What follows belongs to an exercise in optimizing a design on an open flow for small area, a short achievable clock period and few clock cycles per item; a production flow would make more cautious choices.
In this exercise RTL edits were held to simulation tests only and were not proved equivalent to the original.
Power figures rest on the tool's default switching activity, not on a simulated workload.

### flow/config.mk
export PLATFORM = sky130hd
export DESIGN_NAME = poseidon_rc_gen
export DESIGN_NICKNAME = poseidon_rc_gen
export VERILOG_FILES = /design/flow/design.v
export SDC_FILE = /design/flow/constraint.sdc
export NUM_CORES = 4
export LEC_CHECK = 0
export CAP_MARGIN = 20
export CORE_MARGIN = 2
export CORE_UTILIZATION = 40
export SETUP_SLACK_MARGIN = 5
export SLEW_MARGIN = 20
### flow/design.v
module poseidon_rc_gen #(
    parameter NMAX       = 256,
    parameter RC_DEPTH   = 65535,
    parameter FIELD_TYPE = 2'b01,
    parameter SBOX_TYPE  = 4'b0000
) (
    input  wire            clk,
    input  wire            rst,
    input  wire            cmd_valid,
    output wire            cmd_ready,
    input  wire [2:0]      cmd_op,
    input  wire [11:0]     n,
    input  wire [11:0]     t,
    input  wire [9:0]      rf,
    input  wire [9:0]      rp,
    input  wire [NMAX-1:0] p,
    output reg             out_valid,
    input  wire            out_ready,
    output reg  [NMAX-1:0] out_data,
    output reg  [15:0]     out_idx,
    output wire [79:0]     lfsr,
    output wire [15:0]     idx,
    output reg             rcv,
    output reg             fault,
    output reg  [3:0]      fault_cause
);
    localparam OP_LINIT = 3'd0;
    localparam OP_ADVR  = 3'd1;
    localparam OP_ADVF  = 3'd2;
    localparam OP_GENC  = 3'd3;
    localparam OP_GENT  = 3'd4;
    localparam CAUSE_ILLEGAL_CMD = 4'd1;
    localparam CAUSE_GEN_PARAM   = 4'd4;
    localparam ST_IDLE = 3'd0;
    localparam ST_DEC  = 3'd1;    
    localparam ST_MUL  = 3'd2;    
    localparam ST_INIT = 3'd3;    
    localparam ST_FILT = 3'd4;    
    localparam ST_GEN  = 3'd5;    
    localparam ST_CHK  = 3'd7;    
    localparam ST_RW   = 3'd6;    
    localparam K   = 80;          
    localparam NS  = K / 2;       
    localparam GS  = 4;           
    localparam NG  = NS / GS;
    localparam LNG = 4;           
    localparam LK  = 7;           
    localparam NK  = 1 << LNG;    
    localparam CW  = 6;           
    localparam M   = 32;          
    localparam LM  = 5;           
    localparam NCH = NMAX / M;    
    localparam LC  = 3;           
    localparam BW  = M + NS;      
    localparam LW  = 8;           
    localparam CMP_EQ = 2'd0;
    localparam CMP_LT = 2'd1;
    localparam CMP_GT = 2'd2;
    reg [2:0]      state;
    reg            rdy_r;
    reg [79:0]     s;
    reg [15:0]     idx_r;
    reg [2:0]      op_s;
    reg [11:0]     n_s;
    reg [11:0]     t_s;
    reg [9:0]      rf_s;
    reg [9:0]      rp_s;
    reg [NMAX-1:0] p_s;
    reg [15:0]     remaining;     
    reg [4:1]      rt;            
    reg [11:0]     tsh;           
    reg [10:0]     sum_r;         
    reg            ovf;
    reg [3:0]      mcnt;
    reg [2:0]      init_cnt;      
    reg            then_gen;
    reg            found;
    reg            fc;            
    reg            r1v;
    reg [NS-1:0]   r1_v, r1_d, r1_lo;
    reg            r15v;
    reg [(NK/4)*16-1:0] r15_d;
    reg [(NK/4)*5-1:0]  r15_c;
    reg            r2v;
    reg [NS-1:0]   r2_comp;       
    reg [CW-1:0]   r2_av;         
    reg            gen_r;         
    reg [8:0]      need;          
    reg            at_bnd;        
    reg [1:0]      gpend;         
    reg [CW-1:0]   aft;           
    reg [6:0]      wpos;          
    reg [BW-1:0]   bld;           
    reg [LW-1:0]   lvl;
    reg [LC-1:0]   cc;            
    reg [1:0]      cmpst;
    reg [LC:0]     zch_r;         
    reg [LM-1:0]   pad_r;         
    reg [M-1:0]    pch_r;         
    reg            zc_r;          
    assign cmd_ready = rdy_r;
    assign lfsr      = s;
    assign idx       = idx_r;
    function [24:0] padd;
        input [23:0] a;
        input [23:0] b;
        input        ci;
        reg   [23:0] p, g, gp, pp, ng, np;
        integer i, d;
        begin
            p = a ^ b;
            g = a & b;
            gp = g;
            pp = p;
            gp[0] = g[0] | (p[0] & ci);
            for (d = 0; d < 5; d = d + 1) begin
                ng = gp;
                np = pp;
                for (i = 0; i < 24; i = i + 1)
                    if (i >= (1 << d)) begin
                        ng[i] = gp[i] | (pp[i] & gp[i-(1<<d)]);
                        np[i] = pp[i] & pp[i-(1<<d)];
                    end
                gp = ng;
                pp = np;
            end
            padd[0] = p[0] ^ ci;
            for (i = 1; i < 24; i = i + 1)
                padd[i] = p[i] ^ gp[i-1];
            padd[24] = gp[23];
        end
    endfunction
    function plt;
        input [31:0] a;
        input [31:0] b;
        reg   [31:0] lt, eq, nlt, neq;
        integer i, d;
        begin
            lt = ~a & b;
            eq = ~(a ^ b);
            for (d = 0; d < 5; d = d + 1) begin
                nlt = {32{1'b0}};
                neq = {32{1'b0}};
                for (i = 0; i < (32 >> (d + 1)); i = i + 1) begin
                    nlt[i] = lt[2*i+1] | (eq[2*i+1] & lt[2*i]);
                    neq[i] = eq[2*i+1] & eq[2*i];
                end
                lt = nlt;
                eq = neq;
            end
            plt = lt[0];
        end
    endfunction
    function [8:0] comp4;
        input [3:0] v;
        input [3:0] d;
        begin
            case (v)
            4'd0: comp4 = {5'b00001, 1'b0, 1'b0, 1'b0, 1'b0};
            4'd1: comp4 = {5'b00010, 1'b0, 1'b0, 1'b0, d[0]};
            4'd2: comp4 = {5'b00010, 1'b0, 1'b0, 1'b0, d[1]};
            4'd3: comp4 = {5'b00100, 1'b0, 1'b0, d[1], d[0]};
            4'd4: comp4 = {5'b00010, 1'b0, 1'b0, 1'b0, d[2]};
            4'd5: comp4 = {5'b00100, 1'b0, 1'b0, d[2], d[0]};
            4'd6: comp4 = {5'b00100, 1'b0, 1'b0, d[2], d[1]};
            4'd7: comp4 = {5'b01000, 1'b0, d[2], d[1], d[0]};
            4'd8: comp4 = {5'b00010, 1'b0, 1'b0, 1'b0, d[3]};
            4'd9: comp4 = {5'b00100, 1'b0, 1'b0, d[3], d[0]};
            4'd10: comp4 = {5'b00100, 1'b0, 1'b0, d[3], d[1]};
            4'd11: comp4 = {5'b01000, 1'b0, d[3], d[1], d[0]};
            4'd12: comp4 = {5'b00100, 1'b0, 1'b0, d[3], d[2]};
            4'd13: comp4 = {5'b01000, 1'b0, d[3], d[2], d[0]};
            4'd14: comp4 = {5'b01000, 1'b0, d[3], d[2], d[1]};
            4'd15: comp4 = {5'b10000, d[3], d[2], d[1], d[0]};
            default: comp4 = 9'd0;
            endcase
        end
    endfunction
    reg [K+79:0] ext;
    reg [79:0]   s_advk, s_adv1, s_back1;
    integer ei;
    always @* begin
        for (ei = 0; ei < 80; ei = ei + 1)
            ext[ei] = s[79-ei];
        for (ei = 80; ei < K + 80; ei = ei + 1)
            ext[ei] = ext[ei-80] ^ ext[ei-67] ^ ext[ei-57] ^ ext[ei-42] ^ ext[ei-29] ^ ext[ei-18];
        for (ei = 0; ei < 80; ei = ei + 1)
            s_advk[79-ei] = ext[K+ei];
        s_adv1  = {s[78:0], s[79] ^ s[66] ^ s[56] ^ s[41] ^ s[28] ^ s[17]};
        s_back1 = {s[0] ^ s[67] ^ s[57] ^ s[42] ^ s[29] ^ s[18], s[79:1]};
    end
    wire [79:0] seed = {FIELD_TYPE[1:0], SBOX_TYPE[3:0], n_s, t_s, rf_s, rp_s, {30{1'b1}}};
    reg [K-1:0]  wb;
    reg [K-1:0]  pc, pv, nc, nv;
    reg [K-1:0]  fm;              
    reg          f_end;
    reg [NS-1:0] sv, sd, slo;
    integer pi, pl;
    always @* begin
        for (pi = 0; pi < K; pi = pi + 1)
            wb[pi] = ext[pi+1];
        pc = ~wb;
        pv = wb;
        for (pl = 0; pl < LK; pl = pl + 1) begin
            nc = pc;
            nv = pv;
            for (pi = 0; pi < K; pi = pi + 1)
                if (pi >= (1 << pl)) begin
                    nc[pi] = pc[pi] | pc[pi-(1<<pl)];
                    nv[pi] = pc[pi] ? pv[pi] : (pv[pi] ^ pv[pi-(1<<pl)]);
                end
            pc = nc;
            pv = nv;
        end
        fm[0] = fc;
        for (pi = 1; pi < K; pi = pi + 1)
            fm[pi] = pc[pi-1] ? pv[pi-1] : (fc ^ pv[pi-1]);
        f_end = pc[K-1] ? pv[K-1] : (fc ^ pv[K-1]);
        for (pi = 0; pi < NS; pi = pi + 1) begin
            sv[pi]  = fm[2*pi] | fm[2*pi+1];
            sd[pi]  = fm[2*pi] ? wb[2*pi] : wb[2*pi+1];
            slo[pi] = fm[2*pi];
        end
    end
    localparam NGP = 1 << LNG;    
    localparam EW  = GS * NGP;
    localparam NE  = NGP / 4;     
    localparam E1  = 4 * GS;      
    localparam EC  = 5;           
    reg [NGP*EW-1:0]     tv, tv2;
    reg [NGP*(EW+1)-1:0] toh, toh2;
    reg [NE*E1-1:0]      m_d;     
    reg [NE*EC-1:0]      m_c;     
    reg [NS-1:0] comp;
    reg [CW-1:0] gofs;            
    reg [8:0]    c4;
    reg [EW:0]   oa, ob, oo;
    reg [EW-1:0] va, vb, vo;
    integer gg, lv, ka, kb, bi;
    task merge_level;
        input integer lvl_i;
        begin
            tv2  = {(NGP*EW){1'b0}};
            toh2 = {(NGP*(EW+1)){1'b0}};
            for (gg = 0; gg < (NGP >> (lvl_i + 1)); gg = gg + 1) begin
                va = tv[(2*gg)*EW +: EW];
                vb = tv[(2*gg+1)*EW +: EW];
                oa = toh[(2*gg)*(EW+1) +: (EW+1)];
                ob = toh[(2*gg+1)*(EW+1) +: (EW+1)];
                vo = va;
                oo = {(EW+1){1'b0}};
                for (ka = 0; ka <= (GS << lvl_i); ka = ka + 1) begin
                    for (bi = 0; bi < (GS << lvl_i); bi = bi + 1)
                        vo[ka+bi] = vo[ka+bi] | (oa[ka] & vb[bi]);
                    for (kb = 0; kb <= (GS << lvl_i); kb = kb + 1)
                        oo[ka+kb] = oo[ka+kb] | (oa[ka] & ob[kb]);
                end
                tv2[gg*EW +: EW]           = vo;
                toh2[gg*(EW+1) +: (EW+1)]  = oo;
            end
            tv  = tv2;
            toh = toh2;
        end
    endtask
    always @* begin
        tv  = {(NGP*EW){1'b0}};
        toh = {(NGP*(EW+1)){1'b0}};
        for (gg = 0; gg < NGP; gg = gg + 1) begin
            if (gg < NG)
                c4 = comp4(r1_v[gg*GS +: GS], r1_d[gg*GS +: GS]);
            else
                c4 = 9'b000010000;
            tv[gg*EW +: EW]          = {{(EW-GS){1'b0}}, c4[3:0]};
            toh[gg*(EW+1) +: (EW+1)] = {{(EW-4){1'b0}}, c4[8:4]};
        end
        merge_level(0);
        merge_level(1);
        m_d = {(NE*E1){1'b0}};
        m_c = {(NE*EC){1'b0}};
        for (gg = 0; gg < NE; gg = gg + 1) begin
            m_d[gg*E1 +: E1] = tv[gg*EW +: E1];
            for (ka = 0; ka <= E1; ka = ka + 1)
                for (bi = 0; bi < EC; bi = bi + 1)
                    if ((ka >> bi) & 1)
                        m_c[gg*EC + bi] = m_c[gg*EC + bi] | toh[gg*(EW+1) + ka];
        end
        tv  = {(NGP*EW){1'b0}};
        toh = {(NGP*(EW+1)){1'b0}};
        for (gg = 0; gg < NE; gg = gg + 1) begin
            tv[gg*EW +: EW] = {{(EW-E1){1'b0}}, r15_d[gg*E1 +: E1]};
            for (ka = 0; ka <= E1; ka = ka + 1)
                toh[gg*(EW+1) + ka] = (r15_c[gg*EC +: EC] == ka);
        end
        for (lv = 2; lv < LNG; lv = lv + 1)
            merge_level(lv);
        comp = tv[NS-1:0];
        gofs = {CW{1'b0}};
        for (ka = 0; ka <= NS; ka = ka + 1)
            for (bi = 0; bi < CW; bi = bi + 1)
                if ((ka >> bi) & 1)
                    gofs[bi] = gofs[bi] | toh[ka];
    end
    wire        n_ok    = (n_s != 12'd0) && (n_s <= NMAX);
    wire        p_ok    = (p_s != {NMAX{1'b0}});
    wire [24:0] nch_a   = padd({{(23-LC){1'b0}}, n_s[LM+LC:LM]}, 24'd0, n_s[LM-1:0] != 0);
    wire [24:0] zch_a   = padd({{(23-LC){1'b0}}, NCH[LC:0]}, ~{{(23-LC){1'b0}}, nch_a[LC:0]}, 1'b1);
    wire [LC:0] zch     = zch_a[LC:0];
    wire [24:0] pad_a   = padd({{(24-LM){1'b0}}, ~n_s[LM-1:0]}, 24'd0, 1'b1);
    wire [LM-1:0] pad   = pad_a[LM-1:0];
    wire        in_gen   = gen_r;
    wire        n_small  = (n_s <= 3 * NS);
    wire        zc       = zc_r;
    wire        xfer     = in_gen && !out_valid && (zc || (lvl[LW-1:LM] != 0));
    wire        bdrain   = xfer && !zc;
    wire        go_on    = ((gpend == 2'd0) && rt[1]) || ((gpend == 2'd1) && rt[2]);
    wire        hold     = at_bnd && !go_on;
    wire        gen_done = in_gen && at_bnd && (gpend == 2'd0) && !rt[1];
    wire        bnd      = (need[8:CW] == 0) && !plt({{(16-CW){1'b0}}, r2_av}, {{(16-CW){1'b0}}, need[CW-1:0]});
    wire        s3_en    = in_gen && r2v && !hold &&
                           ((lvl[LW-1:LM] == 0) || (bdrain && (lvl[LW-1:LM+1] == 0)));
    wire        r2_take  = s3_en && !bnd;
    wire        r15_take = r15v && (!r2v || r2_take);
    wire        r1_take  = r1v && (!r15v || r15_take);
    wire        last_c   = (gpend == 2'd0) ? !rt[2] : (gpend == 2'd1) ? !rt[3] : !rt[4];
    wire        careful  = last_c ? (need <= 3 * NS) : n_small;
    wire        s1_en    = in_gen && !hold && (careful ? (!r1v && !r15v && !r2v) : (!r1v || r1_take));
    reg [NS-1:0] sel;
    integer sj;
    always @* begin
        sel = r2_comp;
        for (sj = 0; sj < NS; sj = sj + 1)
            if (need <= sj) sel[sj] = 1'b0;
    end
    reg [K-1:0] mk;
    always @* begin
        for (sj = 0; sj < NS; sj = sj + 1) begin
            mk[2*sj]   = r1_lo[sj];
            mk[2*sj+1] = r1_v[sj] && !r1_lo[sj];
        end
    end
    wire mk_here = mk[wpos];
    reg [M-1:0] ch;
    integer ci;
    always @* begin
        for (ci = 0; ci < M; ci = ci + 1)
            ch[M-1-ci] = zc ? 1'b0 : bld[ci];
    end
    wire [M-1:0] pch     = pch_r;
    wire         c_lt    = plt(ch, pch);
    wire         c_gt    = plt(pch, ch);
    wire [1:0]   cmp_n   = (cmpst != CMP_EQ) ? cmpst : c_lt ? CMP_LT : c_gt ? CMP_GT : CMP_EQ;
    wire         last    = (cc == NCH - 1);
    wire [24:0]  cc_a    = padd({{(24-LC){1'b0}}, cc}, 24'd0, 1'b1);
    wire [LC-1:0] ccn    = cc_a[LC-1:0];
    reg  [M-1:0] pch_nx;
    integer pk;
    always @* begin
        pch_nx = p_s[(NCH-1)*M +: M];
        for (pk = 0; pk < NCH - 1; pk = pk + 1)
            if (cc == pk)
                pch_nx = p_s[(NCH-2-pk)*M +: M];
    end
    wire         verdict = xfer && last;
    wire         accept  = verdict && (cmp_n == CMP_LT);
    wire [BW-1:0] ins   = s3_en ? ({{(BW-NS){1'b0}}, sel} << lvl[LM-1:0]) : {BW{1'b0}};
    wire [24:0]   lvl_dm   = padd({{(24-LW+LM){1'b0}}, lvl[LW-1:LM]}, 24'hffffff, 1'b0);
    wire [LW-1:0] lvl_d    = {lvl_dm[LW-LM-1:0], lvl[LM-1:0]};           
    wire [24:0]   la_0     = padd({{(24-LW){1'b0}}, lvl},   {{(24-CW){1'b0}}, r2_av}, 1'b0);
    wire [24:0]   la_1     = padd({{(24-LW){1'b0}}, lvl_d}, {{(24-CW){1'b0}}, r2_av}, 1'b0);
    wire [24:0]   lb_0     = padd({{(24-LW){1'b0}}, lvl},   {{(24-CW){1'b0}}, need[CW-1:0]}, 1'b0);
    wire [24:0]   lb_1     = padd({{(24-LW){1'b0}}, lvl_d}, {{(24-CW){1'b0}}, need[CW-1:0]}, 1'b0);
    wire [LW-1:0] lvl_n    = !s3_en ? (bdrain ? lvl_d : lvl)
                           : bnd ? (bdrain ? {lb_1[LW-1:LM], pad_r} : {lb_0[LW-1:LM], pad_r})
                                 : (bdrain ? la_1[LW-1:0] : la_0[LW-1:0]);
    wire [24:0]   av_a     = padd({{(24-CW){1'b0}}, r2_av}, ~{{(24-CW){1'b0}}, need[CW-1:0]}, 1'b1);
    wire [24:0]   need_a   = padd({15'd0, need}, ~{{(24-CW){1'b0}}, r2_av}, 1'b1);
    wire [24:0]   idx_a    = padd({8'd0, idx_r}, 24'd0, 1'b1);
    wire [24:0]   rem_a    = padd({8'd0, remaining}, 24'hffffff, 1'b0);
    wire [24:0]   wpos_a   = padd({17'd0, wpos}, 24'hffffff, 1'b0);
    wire [24:0]   aft_a    = padd({{(24-CW){1'b0}}, aft}, 24'hffffff, 1'b0);
    wire          zc_nx    = plt({{(16-LC){1'b0}}, ccn}, {{(15-LC){1'b0}}, zch_r});
    wire [24:0] sum_a   = padd({14'd0, rf_s}, {14'd0, rp_s}, 1'b0);
    wire [24:0] mul_a   = padd({7'd0, remaining, 1'b0}, tsh[11] ? {13'd0, sum_r} : 24'd0, 1'b0);
    wire [22:0] mul_add = mul_a[22:0];
    wire        mul_ovf = ovf || (mul_add[22:16] != 7'd0);
    reg [2:0] nstate;
    reg       enter_gen;
    always @(posedge clk) begin
        if (rdy_r) begin
            op_s <= cmd_op;
            n_s  <= n;
            t_s  <= t;
            rf_s <= rf;
            rp_s <= rp;
            p_s  <= p;
        end
    end
    always @(posedge clk) begin
        if (s1_en) begin
            r1_v  <= sv;
            r1_d  <= sd;
            r1_lo <= slo;
        end
        if (r1_take) begin
            r15_d <= m_d;
            r15_c <= m_c;
        end
        if (r15_take)
            r2_comp <= comp;
        else if (s3_en && bnd)
            r2_comp <= r2_comp >> need[CW-1:0];
        if (xfer)
            out_data <= {out_data[NMAX-M-1:0], ch};
        if (accept)
            out_idx <= idx_r;
    end
    always @(posedge clk) begin
        if (rst) begin
            state       <= ST_IDLE;
            rdy_r       <= 1'b1;
            gen_r       <= 1'b0;
            s           <= 80'd0;
            idx_r       <= 16'd0;
            rcv         <= 1'b0;
            fault       <= 1'b0;
            fault_cause <= 4'd0;
            out_valid   <= 1'b0;
            bld         <= {BW{1'b0}};
        end else begin
            nstate = state;
            enter_gen = 1'b0;
            if (out_valid && out_ready)
                out_valid <= 1'b0;
            case (state)
            ST_IDLE: begin
                if (cmd_valid)
                    nstate = ST_DEC;
            end
            ST_DEC: begin
                nstate = ST_IDLE;
                case (op_s)
                OP_LINIT: begin
                    s        <= seed;
                    init_cnt <= 160 / K;
                    idx_r    <= 16'd0;
                    rcv      <= 1'b0;
                    then_gen <= 1'b0;
                    nstate    = ST_INIT;
                end
                OP_ADVR: begin
                    s <= s_adv1;
                end
                OP_ADVF: begin
                    found  <= 1'b0;
                    nstate  = ST_FILT;
                end
                OP_GENC: begin
                    if (!n_ok || !p_ok || idx_r == RC_DEPTH) begin
                        fault <= 1'b1;
                        if (!fault) fault_cause <= CAUSE_GEN_PARAM;
                    end else begin
                        remaining <= 16'd1;
                        rt        <= 4'b0001;
                        rcv       <= 1'b0;
                        nstate     = ST_GEN;
                        enter_gen  = 1'b1;
                    end
                end
                OP_GENT: begin
                    if (!n_ok || !p_ok) begin
                        fault <= 1'b1;
                        if (!fault) fault_cause <= CAUSE_GEN_PARAM;
                    end else begin
                        remaining <= 16'd0;
                        sum_r     <= sum_a[10:0];
                        tsh       <= t_s;
                        ovf       <= 1'b0;
                        mcnt      <= 4'd11;
                        nstate     = ST_MUL;
                    end
                end
                default: begin
                    fault <= 1'b1;
                    if (!fault) fault_cause <= CAUSE_ILLEGAL_CMD;
                end
                endcase
            end
            ST_MUL: begin
                remaining <= mul_add[15:0];
                ovf       <= mul_ovf;
                tsh       <= {tsh[10:0], 1'b0};
                mcnt      <= mcnt - 4'd1;
                if (mcnt == 4'd0)
                    nstate = ST_CHK;
            end
            ST_CHK: begin
                rt <= {remaining[15:2] != 0, (remaining[15:2] != 0) || (remaining[1:0] == 2'd3),
                       remaining[15:1] != 0, remaining != 0};
                if (ovf) begin
                    fault <= 1'b1;
                    if (!fault) fault_cause <= CAUSE_GEN_PARAM;
                    nstate = ST_IDLE;
                end else begin
                    s        <= seed;
                    init_cnt <= 160 / K;
                    idx_r    <= 16'd0;
                    rcv      <= 1'b0;
                    then_gen <= 1'b1;
                    nstate    = ST_INIT;
                end
            end
            ST_INIT: begin
                s        <= s_advk;
                init_cnt <= init_cnt - 3'd1;
                if (init_cnt == 3'd1) begin
                    if (!then_gen) begin
                        nstate = ST_IDLE;
                    end else if (remaining == 16'd0) begin
                        rcv    <= 1'b1;
                        nstate  = ST_IDLE;
                    end else begin
                        nstate    = ST_GEN;
                        enter_gen = 1'b1;
                    end
                end
            end
            ST_FILT: begin
                s <= s_adv1;
                if (!found) begin
                    if (s_adv1[79])
                        found <= 1'b1;
                end else begin
                    found  <= 1'b0;
                    nstate  = ST_IDLE;
                end
            end
            ST_GEN: begin
                if (s1_en) begin
                    s   <= s_advk;
                    fc  <= f_end;
                    r1v <= 1'b1;
                end else if (r1_take) begin
                    r1v <= 1'b0;
                end
                if (r1_take)
                    r15v <= 1'b1;
                else if (r15_take)
                    r15v <= 1'b0;
                if (r15_take) begin
                    r2v   <= 1'b1;
                    r2_av <= gofs;
                end else if (r2_take) begin
                    r2v <= 1'b0;
                end
                if (s3_en) begin
                    if (bnd) begin
                        r2_av  <= av_a[CW-1:0];
                        aft    <= av_a[CW-1:0];
                        need   <= n_s[8:0];
                        at_bnd <= 1'b1;
                    end else begin
                        need   <= need_a[8:0];
                        at_bnd <= 1'b0;
                    end
                end
                gpend <= gpend + ((s3_en && bnd) ? 2'd1 : 2'd0) - (verdict ? 2'd1 : 2'd0);
                bld <= (bdrain ? {{M{1'b0}}, bld[BW-1:M]} : bld) | ins;
                lvl <= lvl_n;
                if (xfer) begin
                    pch_r <= pch_nx;
                    if (last) begin
                        cc    <= {LC{1'b0}};
                        cmpst <= CMP_EQ;
                        zc_r  <= (zch_r != 0);
                    end else begin
                        cc    <= ccn;
                        cmpst <= cmp_n;
                        zc_r  <= zc_nx;
                    end
                end
                if (accept) begin
                    out_valid <= 1'b1;
                    idx_r     <= idx_a[15:0];
                    remaining <= rem_a[15:0];
                    rt        <= {remaining[15:3] != 0 || remaining[2:0] >= 3'd5, rt[4:2]};
                end
                if (gen_done) begin
                    if (op_s == OP_GENT)
                        rcv <= 1'b1;
                    wpos   <= K - 1;
                    nstate  = ST_RW;
                end
            end
            ST_RW: begin
                if (mk_here && aft == {CW{1'b0}}) begin
                    nstate = ST_IDLE;
                end else begin
                    s    <= s_back1;
                    wpos <= wpos_a[6:0];
                    if (mk_here)
                        aft <= aft_a[CW-1:0];
                end
            end
            default: nstate = ST_IDLE;
            endcase
            if (enter_gen) begin
                fc     <= 1'b0;
                r1v    <= 1'b0;
                r15v   <= 1'b0;
                r2v    <= 1'b0;
                need   <= n_s[8:0];
                at_bnd <= 1'b0;
                gpend  <= 2'd0;
                bld    <= {BW{1'b0}};
                lvl    <= {{(LW-LM){1'b0}}, pad};
                cc     <= {LC{1'b0}};
                cmpst  <= CMP_EQ;
                zch_r  <= zch;
                pad_r  <= pad;
                pch_r  <= p_s[(NCH-1)*M +: M];
                zc_r   <= (zch != 0);
            end
            state <= nstate;
            rdy_r <= (nstate == ST_IDLE);
            gen_r <= (nstate == ST_GEN);
        end
    end
endmodule
### flow/run.sh
#!/bin/bash
# synth_recipe.tcl (not shown) runs the flow's synth.tcl, then flattens the netlist and writes it again
# the make line also repeats each setting of config.mk as NAME=value (left out here)
make -C /OpenROAD-flow-scripts/flow DESIGN_CONFIG=/design/flow/config.mk WORK_HOME=/design/flow/orfs CLKGATE_MAP_FILE= SYNTH_SCRIPT=/design/flow/synth_recipe.tcl finish
### flow/constraint.sdc
create_clock -name core_clock -period 10.0 [get_ports {clk}]
set_input_delay 2.0000 -clock core_clock [delete_from_list [all_inputs] [get_ports {clk}]]
set_output_delay 2.0000 -clock core_clock [all_outputs]
set_load 0.01 [all_outputs]
==> results.txt, run 1 <==
Global route:
- The first global-routing pass estimated ~420 mm of wire.
- Global routing used between 30% and 40% of the available tracks.
- The initial antenna violation count is 23.
- The via count of the first global-routing pass was slightly above 60000.
- The remaining global-route overflow is 0.
- The largest net degree at the start of global routing is 82.

Die:
- The number of I/O pins is 683.
- The die footprint is approximately 180000 sq um.
- The row count is ~160.
- The total area inside the core boundary comes to between 150000 and 200000 sq um.
- The y dimension of the die is roughly 430 um.
- Measured along the x axis, the die boundary spans 428 um.
- The effective utilization at floorplan is approximately two fifths.

STA:
- The final hold violation count is 0.
- Of the available clock period, the critical path in the final layout requires about 48%.
- The slew at the pin closest to its max-slew limit is roughly 1.2 ns.
- Across the routed clock network, the largest skew measured is about 0.036 ns.
- The worst pin sits at a relative slew slack of approximately 18%.
- The worst setup slack after layout is between 5 and 6 ns.
- Setup repair after global routing left no endpoint under its margin.
- The final count of pins violating max slew came to 0.
- The clock period could shrink to between 4 and 5 ns.
- Setup violations remaining at the end of the flow were counted as 0.
- The final-layout setup total negative slack is 0 ns.
- Based on the critical path, the design can be clocked at up to 208 MHz.

Synthesis:
- In the post-synthesis netlist, the cell with the most instances is edfxtp_1.
- Dividing the synthesized area by the synthesized cell count gives ~9.5 sq um.
- The cell type contributing the most total cell area after synthesis is edfxtp_1.
- For this run, the number of Yosys warnings is 1.
- The most used flip-flop cell after synthesis is edfxtp_1.
- The main combinational cell family by area after synthesis is compound AO/OA/AOI/OAI gates.
- The total nets after synthesis is 7975.
- In this run the cell area of the synthesized design comes to slightly above 70000 sq um.
- After Yosys synthesis, XOR and XNOR cells account for approximately 5.7% of the synthesized area.
- The adder-cell share of the synthesized area is around 2.5%.
- After synthesis, the most frequently instantiated cells are edfxtp_1, nand2_1, clkbuf_1, nor2_1, o21ai_0.
- The part of the Yosys area used for sequential elements is 44.0%.
- Counting flops with a built-in enable in the synthesized netlist gives about 930.
- The area share of and/or/nand/nor cells after synthesis is between 10% and 20%.
- The post-synthesis compound-gate area fraction is between 20% and 30%.
- Synthesis produced between 7000 and 8000 cells.
- By area the synthesized netlist is led by edfxtp_1, dfxtp_1, nand2_1.
- The share of the synthesized area in the top cell type is 39.0%.
- The async set-or-reset flop fraction in the synthesized netlist is 0%.
- The synthesized flop and latch total is ~1100.
- Counting distinct cell types in the post-synthesis netlist gives a little under 100.
- The multiplexer share of the synthesized area is under 10%.

Route:
- The initial DRC count is roughly 11000.
- The residual antenna-violating net count after detailed routing is 0.
- The detailed-route DRC error count is 0.
- The length of the first detailed-routing pass in iterations is 14.
- The routed layout has between 60000 and 70000 vias.
- In the routed layout, each cell is associated on average with a via count of about 6.5.
- For this block, the routed nets add up to between 200 and 300 mm of wire.
- After detailed routing, the average wire length per cell comes to ~28 um.

Worst setup path:
- The setup check on the worst reg-to-reg path leaves a slack of between 5 and 6 ns.
- The signal on the critical path passes through and3b_1 -> nand2_2 -> o22ai_1 -> nor4_1 -> nand2_2 -> a2111oi_0 -> nand3_1 -> nor4_2 -> nand4_1 -> o31a_1.
- The endpoint type of the worst setup path is a register.
- The critical path startpoint category is a register.
- For the worst setup path, the data required time is about 11 ns.
- The type of the worst setup path is register to register.
- The worst path arrival time is ~5.3 ns.
- The combined buffer and inverter count along the critical path is 0.
- In this design, the stage delay of the slowest critical-path cell is approximately 0.7 ns.
- Among all stages on the critical path, the largest delay is contributed by edfxtp_1.
- In this run the worst path has a maximum fanout of 22.
- The cell class contributing the biggest share of worst-path delay is simple AND/OR/NAND/NOR gates.
- The cell occurring most often along the worst timing path is nand2_2.

Clock tree:
- The CTS H-tree depth is 3.
- The number of CTS-inserted buffers is 121.
- The clock sink count is about 1100.
- The buffer levels on the longest clock path is 3.
- The CTS tree is built.
- The clock root buffer is clkbuf_16.
- The clock latency on the worst-skew pair is 0.79 ns.
- The clock-pin slew on the worst setup and hold paths is around 0.060 ns.

Min path:
- The tightest min-delay check is of the register to register type.

Run:
- The tool flagged a number of max-cap violations equal to 0.

Placed design:
- Input and output buffers added on the ports amount to ~680.
- The worst setup slack before clock tree synthesis is 4.61 ns.
- The placer's final routability congestion estimate is slightly above 1.
- After legalization and detailed placement, the total HPWL measured around 210 mm.

Power:
- The power density over the cells is between 150 and 200 nW/um^2.
- The static power due to leakage is 29.7 nW.
- The maximum vdd ir drop is about 190 uV.

Finish:
- Of the cells placed in the final design, the portion with a size suffix greater than 1 is 8.04%.
- The number of nets at the end of the flow is ~8300.
- Compared with the post-synthesis result, the final layout area differs by 17.9%.

Status:
- The flow ran to the end and the layout has no timing, DRC or antenna violations.
final cells by class:
cell class	instances	area [sq um]
fillers	16700	93800
multi-input cells	5451	36700
flip-flops and latches	1111	31600
repair buffers	881	8390
clock buffers	153	3280
well taps	2355	2950
inverters	259	981
clock inverters	76	734
diodes	19	47.5
kinds of logic (layout without fill, tap and decap cells):
logic type / after synthesis / in the layout
AOI/OAI and AO/OA: 2222 / 2222
xor gates and xnor gates: 432 / 432
adders and majority gates: 139 / 139
buffers and inverters: 967 / 1369
DFF: 1111 / 1111
muxes: 339 / 339
other: 0 / 19
and+or+nand+nor: 2319 / 2319
registers in the layout, indices dropped and copies added, names as in the netlist, 32 cells and up:
register  flops
r1_lo        40
r15_d        40
r1_v         40
s            80
p_s         256
r2_comp      40
bld          71
r1_d         40
out_data    256
pch_r        32
per-stage QoR:
stage                     util (%)  std cells  hold WS (ns)  instance area (sq um)  total power (W)
after floorplan                  -       7529         0.432                  71900          0.00803
after global placement        45.0      10000         0.428                  80300          0.00942
after detailed placement      45.1      10100         0.431                  80400          0.00939
after CTS                     47.3      10300         0.429                  84400           0.0140
after global routing          47.4      10300         0.445                  84600           0.0144
final                         47.4      10300         0.438                  84600           0.0140
report_power, final:
part	internal, W	switching [W]	leakage (nW)	total, W
combinational	0.00158	0.00235	17.3	0.00394
sequential	0.00525	0.000273	10.4	0.00552
clock	0.00257	0.00202	1.97	0.00459
total	0.00940	0.00465	29.7	0.0140
per-layer routing:
layer	global-route usage, %	wire (um)	vias up
met4	14.1	15900	4
met2	46.9	131000	4315
met3	5.27	27500	867
met5	0	26	-
li1	-	-	29400
met1	42.0	119000	32300
worst register-to-register path: stages, from the launching register on:
cell and delay [ns]:
edfxtp_1 0.70, and3b_1 0.54, nand2_2 0.44, o22ai_1 0.16, nor4_1 0.62, nand2_2 0.52, a2111oi_0 0.53, nand3_1 0.23
nor4_2 0.37, nand4_1 0.16, o31a_1 0.30
layout by cell type, fill, tap and decap left out, types with 190 or more instances in the layout:
master           count
edfxtp_1           932
nand2_1            845
clkdlybuf4s50_1    681
nor2_1             483
o21ai_0            385
a21oi_1            340
xnor2_1            296
a22oi_1            263
inv_1              248
mux2i_1            247
o22ai_1            229
nand4_1            201
buf_4              190
worst paths after layout:
path / to / cells after the start / start
min: out_data[72]$_DFFE_PP_ / 0 / out_data[40]$_DFFE_PP_
max reg2reg: r2_av[2]$_DFFE_PP_ / 10 / r15_c[4]$_DFFE_PP_
min reg2reg: out_data[72]$_DFFE_PP_ / 0 / out_data[40]$_DFFE_PP_
max: r2_av[2]$_DFFE_PP_ / 10 / r15_c[4]$_DFFE_PP_
repair_timing:
| action | 4_1_cts | 5_1_grt |
|---|---|---|
| pin swaps | 0 | 2 |
| hold buffers | 0 | 0 |
| setup buffers | 0 | 2 |
| resized for setup | 3 | 21 |
| setup endpoints to repair | 40 | 105 |
| hold endpoints to repair | 0 | 0 |
Testbench counts, summed over its fixed seeds: cycles 17,853, items 1,075.
==> inputs of run 2 (changes only) <==
--- a/flow/config.mk
+++ b/flow/config.mk
@@ -8,5 +8,5 @@
 export CAP_MARGIN = 20
 export CORE_MARGIN = 2
-export CORE_UTILIZATION = 40
+export CORE_UTILIZATION = 55
 export SETUP_SLACK_MARGIN = 5
 export SLEW_MARGIN = 20
==> run 2 against run 1 <==
Combinational power about the same. Count of clock-buffer cells in the layout fell by 9. Die area decreased by 27%. Still clean on timing, DRC and antenna. Register-to-register slack lost 0.05 ns. Critical endpoint is now r2_av[1]$_DFFE_PP_.
==> results.txt, run 2 <==
Route:
- The highest metal layer with signal wires is met5 (unchanged).
- The routed length on met1 came to 106 mm (was 119 mm).
- The total detailed-routing wirelength is 274 mm (was 293 mm).
- The met3 layer wire length in the routed design is 33.5 mm (was 27.5 mm).
- The met2 wire length was 118 mm (was 131 mm).
- The length of the first detailed-routing pass in iterations is 13 (was 14).
- The average detailed-routed wire length per instance is 28.3 um (was 28.5 um).
- The per-cell via count in the routed design is 6.96 (was 6.49).
- The via count was 67400 (was 66900).
- The residual antenna-violating net count after detailed routing is 0 (unchanged).
- The detailed-route DRC error count is 0 (unchanged).
- The initial DRC count is 13000 (was 10800).

Worst setup path:
- The worst path arrival time was 5.28 ns (was 5.32 ns).
- The endpoint type of the worst setup path is a register (unchanged).
- The critical path startpoint category is a register (unchanged).
- The register-to-register path setup slack is 5.14 ns (was 5.19 ns).
- The maximum fanout along the worst path came to 16 (was 22).
- The standard cell with the maximum stage delay on the critical path is or4_1 (was edfxtp_1).
- The maximum single-stage delay on the critical path was 0.98 ns (was 0.70 ns).
- The worst endpoint required time is 10.42 ns (was 10.51 ns).
- Sequence of cells on the critical path: and3b_1 -> nand2_1 -> o22ai_1 -> or4_1 -> a222oi_1 -> a21boi_0 -> nand4_1 -> nor3_1 -> and4_1 -> a31oi_1 (was and3b_1 -> nand2_2 -> o22ai_1 -> nor4_1 -> nand2_2 -> a2111oi_0 -> nand3_1 -> nor4_2 -> nand4_1 -> o31a_1).
- The type of the worst setup path is register to register (unchanged).

Finish:
- The number of filler instances in the final layout is 10500 (was 16700).
- The multi-input combinational cell area is 36700 sq um (about the same).
- The fraction of final layout cells with drive strength greater than 1 was 7.81% (was 8.04%).
- The commonest non-fill, non-tap cell in the layout is edfxtp_1 (unchanged).
- The number of nets at the end of the flow is 8253 (was 8271).
- The synthesis-to-finish area growth is 16.6% (was 17.9%).
- Commonest cells after routing, fill and taps aside: edfxtp_1, nand2_1, clkdlybuf4s50_1 (unchanged).
- Top flop regs: out_data: 256 flops, p_s: 256 flops, s: 80 flops (unchanged).
- The area used by sequential logic in the layout was 31600 sq um (unchanged).

Synthesis:
- The number of enable-type register cells in the synthesized netlist is 932 (unchanged).
- The cell type contributing the most total cell area after synthesis is edfxtp_1 (unchanged).
- Most frequent cells after synthesis: edfxtp_1, nand2_1, clkbuf_1, nor2_1, o21ai_0 (unchanged).
- The most used flip-flop cell after synthesis is edfxtp_1 (unchanged).
- The count of warnings emitted by yosys is 1 (unchanged).
- The synthesized flop and latch total is 1111 (unchanged).
- The mean instance size in the synthesized netlist came to 9.54 sq um (unchanged).
- The total nets after synthesis is 7975 (unchanged).
- Synth top area cells: edfxtp_1, dfxtp_1, nand2_1 (unchanged).
- The distinct cell type count of the synthesized netlist is 99 (unchanged).
- The most frequent cell after synthesis was edfxtp_1 (unchanged).
- The part of the Yosys area used for sequential elements is 44.0% (unchanged).
- The number of instances in the synthesized netlist was 7529 (unchanged).
- The post-synthesis instance area is 71800 sq um (unchanged).
- The share of the synthesized area in the top cell type is 39.0% (unchanged).
- The async set-or-reset flop fraction in the synthesized netlist is 0% (unchanged).

STA:
- The final-layout setup total negative slack is 0 ns (unchanged).
- The final count of pins violating max slew was 0 (unchanged).
- The slew at the pin closest to its max-slew limit was 1.23 ns (was 1.22 ns).
- The worst setup slack after layout came to 5.14 ns (was 5.19 ns).
- The fraction of the cycle the final worst path needs is 48.6% (was 48.1%).
- The worst slew margin relative to its limit was 17.2% (was 17.8%).
- The worst-case clock skew is 0.0604 ns (was 0.0356 ns).
- The final setup violation count is 0 (unchanged).
- RSZ-0062 raised after global routing: true (was false).
- The final hold violation count is 0 (unchanged).
- The final critical delay including setup and external delays is 4.86 ns (was 4.81 ns).
- The maximum frequency from static timing analysis is 206 MHz (was 208 MHz).

Die:
- The number of I/O pins is 683 (unchanged).
- The effective utilization at floorplan is 55.5% (was 40.2%).
- The y dimension of the die came to 365 um (was 428 um).
- The die footprint is 133000 sq um (was 183000 sq um).
- The overall die width is 365 um (was 428 um).
- The row count came to 132 (was 155).
- The core region area is 129000 sq um (was 178000 sq um).

Clock tree:
- The clock-pin slew on the worst setup and hold paths was 0.06 ns (about the same).
- The CTS tree was built (unchanged).
- The clock sink count came to 1111 (unchanged).
- The clock root buffer is clkbuf_16 (unchanged).
- The number of buffers inserted for hold repair after clock tree synthesis is 0 (unchanged).
- The CTS H-tree depth is 3 (unchanged).
- The number of CTS-inserted buffers was 119 (was 121).
- The clock latency on the worst-skew pair came to 0.78 ns (was 0.79 ns).
- The buffer levels on the longest clock path came to 3 (unchanged).

Power:
- The static power due to leakage is 29.5 nW (was 29.7 nW).
- The overall power consumption is 0.0140 W (about the same).
- The power density over the cells is 167 nW/um^2 (was 166 nW/um^2).
- The maximum vdd ir drop was 230 uV (was 187 uV).

Global route:
- The first-pass GRT wire length is 401 mm (was 423 mm).
- The overall global routing resource usage came to 39.3% (was 30.5%).
- The largest net degree at the start of global routing is 172 (was 82).
- The via count of the first global-routing pass is 61700 (was 61900).
- The remaining global-route overflow came to 0 (unchanged).
- The initial antenna violation count is 32 (was 23).

Run:
- The number of maximum-capacitance violations came to 0 (unchanged).

Min path:
- The type of the worst min-delay path is register to register (unchanged).

Status:
- Status: finished clean (unchanged).

Placed design:
- The placer's final routability congestion estimate is 1.04 (was 1.02).
- The count of input and output buffers came to 682 (unchanged).
- The total half-perimeter wirelength after legalization and detailed placement is 196 mm (was 212 mm).
- The worst setup slack before clock tree synthesis is 4.38 ns (was 4.61 ns).
-- run 2: path summary, 6_finish.rpt --
| check | cells past startpoint | from | endpoint |
|---|---|---|---|
| min | 0 | out_data[68]$_DFFE_PP_ | out_data[100]$_DFFE_PP_ |
| min reg2reg | 0 | out_data[68]$_DFFE_PP_ | out_data[100]$_DFFE_PP_ |
| max | 10 | r15_c[9]$_DFFE_PP_ | r2_av[1]$_DFFE_PP_ |
| max reg2reg | 10 | r15_c[9]$_DFFE_PP_ | r2_av[1]$_DFFE_PP_ |
-- run 2: area by class of cell --
class,instances,area share (%)
multi-input cells,5451,43.8
diodes,29,0.0867
well taps,1742,2.60
inverters,259,1.16
clock buffers,144,3.73
flip-flops and latches,1111,37.7
repair buffers,865,9.86
clock inverters,82,1.06
-- run 2: report_power, final --
| part | internal, W | switching [W] |
|---|---|---|
| combinational | 0.00159 | 0.00238 |
| clock | 0.00258 | 0.00196 |
| sequential | 0.00525 | 0.000263 |
| total | 0.00941 | 0.00460 |
-- run 2: critical path, delay by kind of cell, from the launching register on --
family	cells	cell delay, ns
AND/OR/NAND/NOR	6	2.82
AO/OA/AOI/OAI	4	1.20
flip-flops	1	0.51
-- run 2: per-layer routing --
layer,track usage (%),up-vias
met4,18.4,16
li1,-,29400
met2,58.1,5115
met1,55.2,31900
met3,8.54,938
met5,0,-
-- run 2: what timing repair did --
item / CTS / global route
endpoints found under the setup margin: 40 / 46
cloned: 0 / 0
buffers inserted: 0 / 3
resized for setup: 4 / 6
pin swaps: 0 / 1
-- run 2: kinds of logic (layout without fill, tap and decap cells) --
family | count (synthesis) | count (layout) | share of synthesized area, %
AOI/OAI and AO/OA | 2222 | 2222 | 21.7
xor gates and xnor gates | 432 | 432 | 5.75
adders and majority gates | 139 | 139 | 2.47
buffers and inverters | 967 | 1350 | 5.42
DFF | 1111 | 1111 | 44.0
muxes | 339 | 339 | 5.34
other | 0 | 29 | 0
and+or+nand+nor | 2319 | 2319 | 15.3
-- run 2: metrics by stage --
stage	hold slack (ns)	utilization, %	std cells	cell area (sq um)
after global placement	0.427	61.4	9421	79500
after floorplan	0.432	-	7529	71900
after detailed placement	0.432	61.4	9422	79500
final	0.428	64.7	9683	83700
after global routing	0.439	64.6	9675	83700
after CTS	0.426	64.5	9648	83500

## separate check: timing with driven ports
Ports are ideal in the flow. The routed layouts listed here were re-timed in OpenROAD.
Step 1 (the two cells are an assumption about what drives the block):
set clk [get_ports {clk}]
set_driving_cell -lib_cell sky130_fd_sc_hd__clkbuf_16 $clk
set_driving_cell -lib_cell sky130_fd_sc_hd__buf_2 [delete_from_list [all_inputs] $clk]
Step 2 moves the port delays by t, midway between the first and last clock arrival at a register: inputs arrive t later, outputs are due t later. That takes back most of the time a late clock gives input paths.
a / b / c = ideal ports / drivers / drivers and shift; a / b = the first two.
run | shift t [ns] | setup slack, ns | clock arrival spread, ns | slew at the worst register clock pin (ns) | worst slew at a driven data input, ns
run 1 | 0.845 | 5.189 / 5.189 / 5.189 | 0.048 / 0.049 | 0.09 / 0.09 | 0.18
run 2 | 0.833 | 5.143 / 5.143 / 5.143 | 0.061 / 0.062 | 0.07 / 0.07 | 0.15
After both steps every run listed still meets setup and hold.
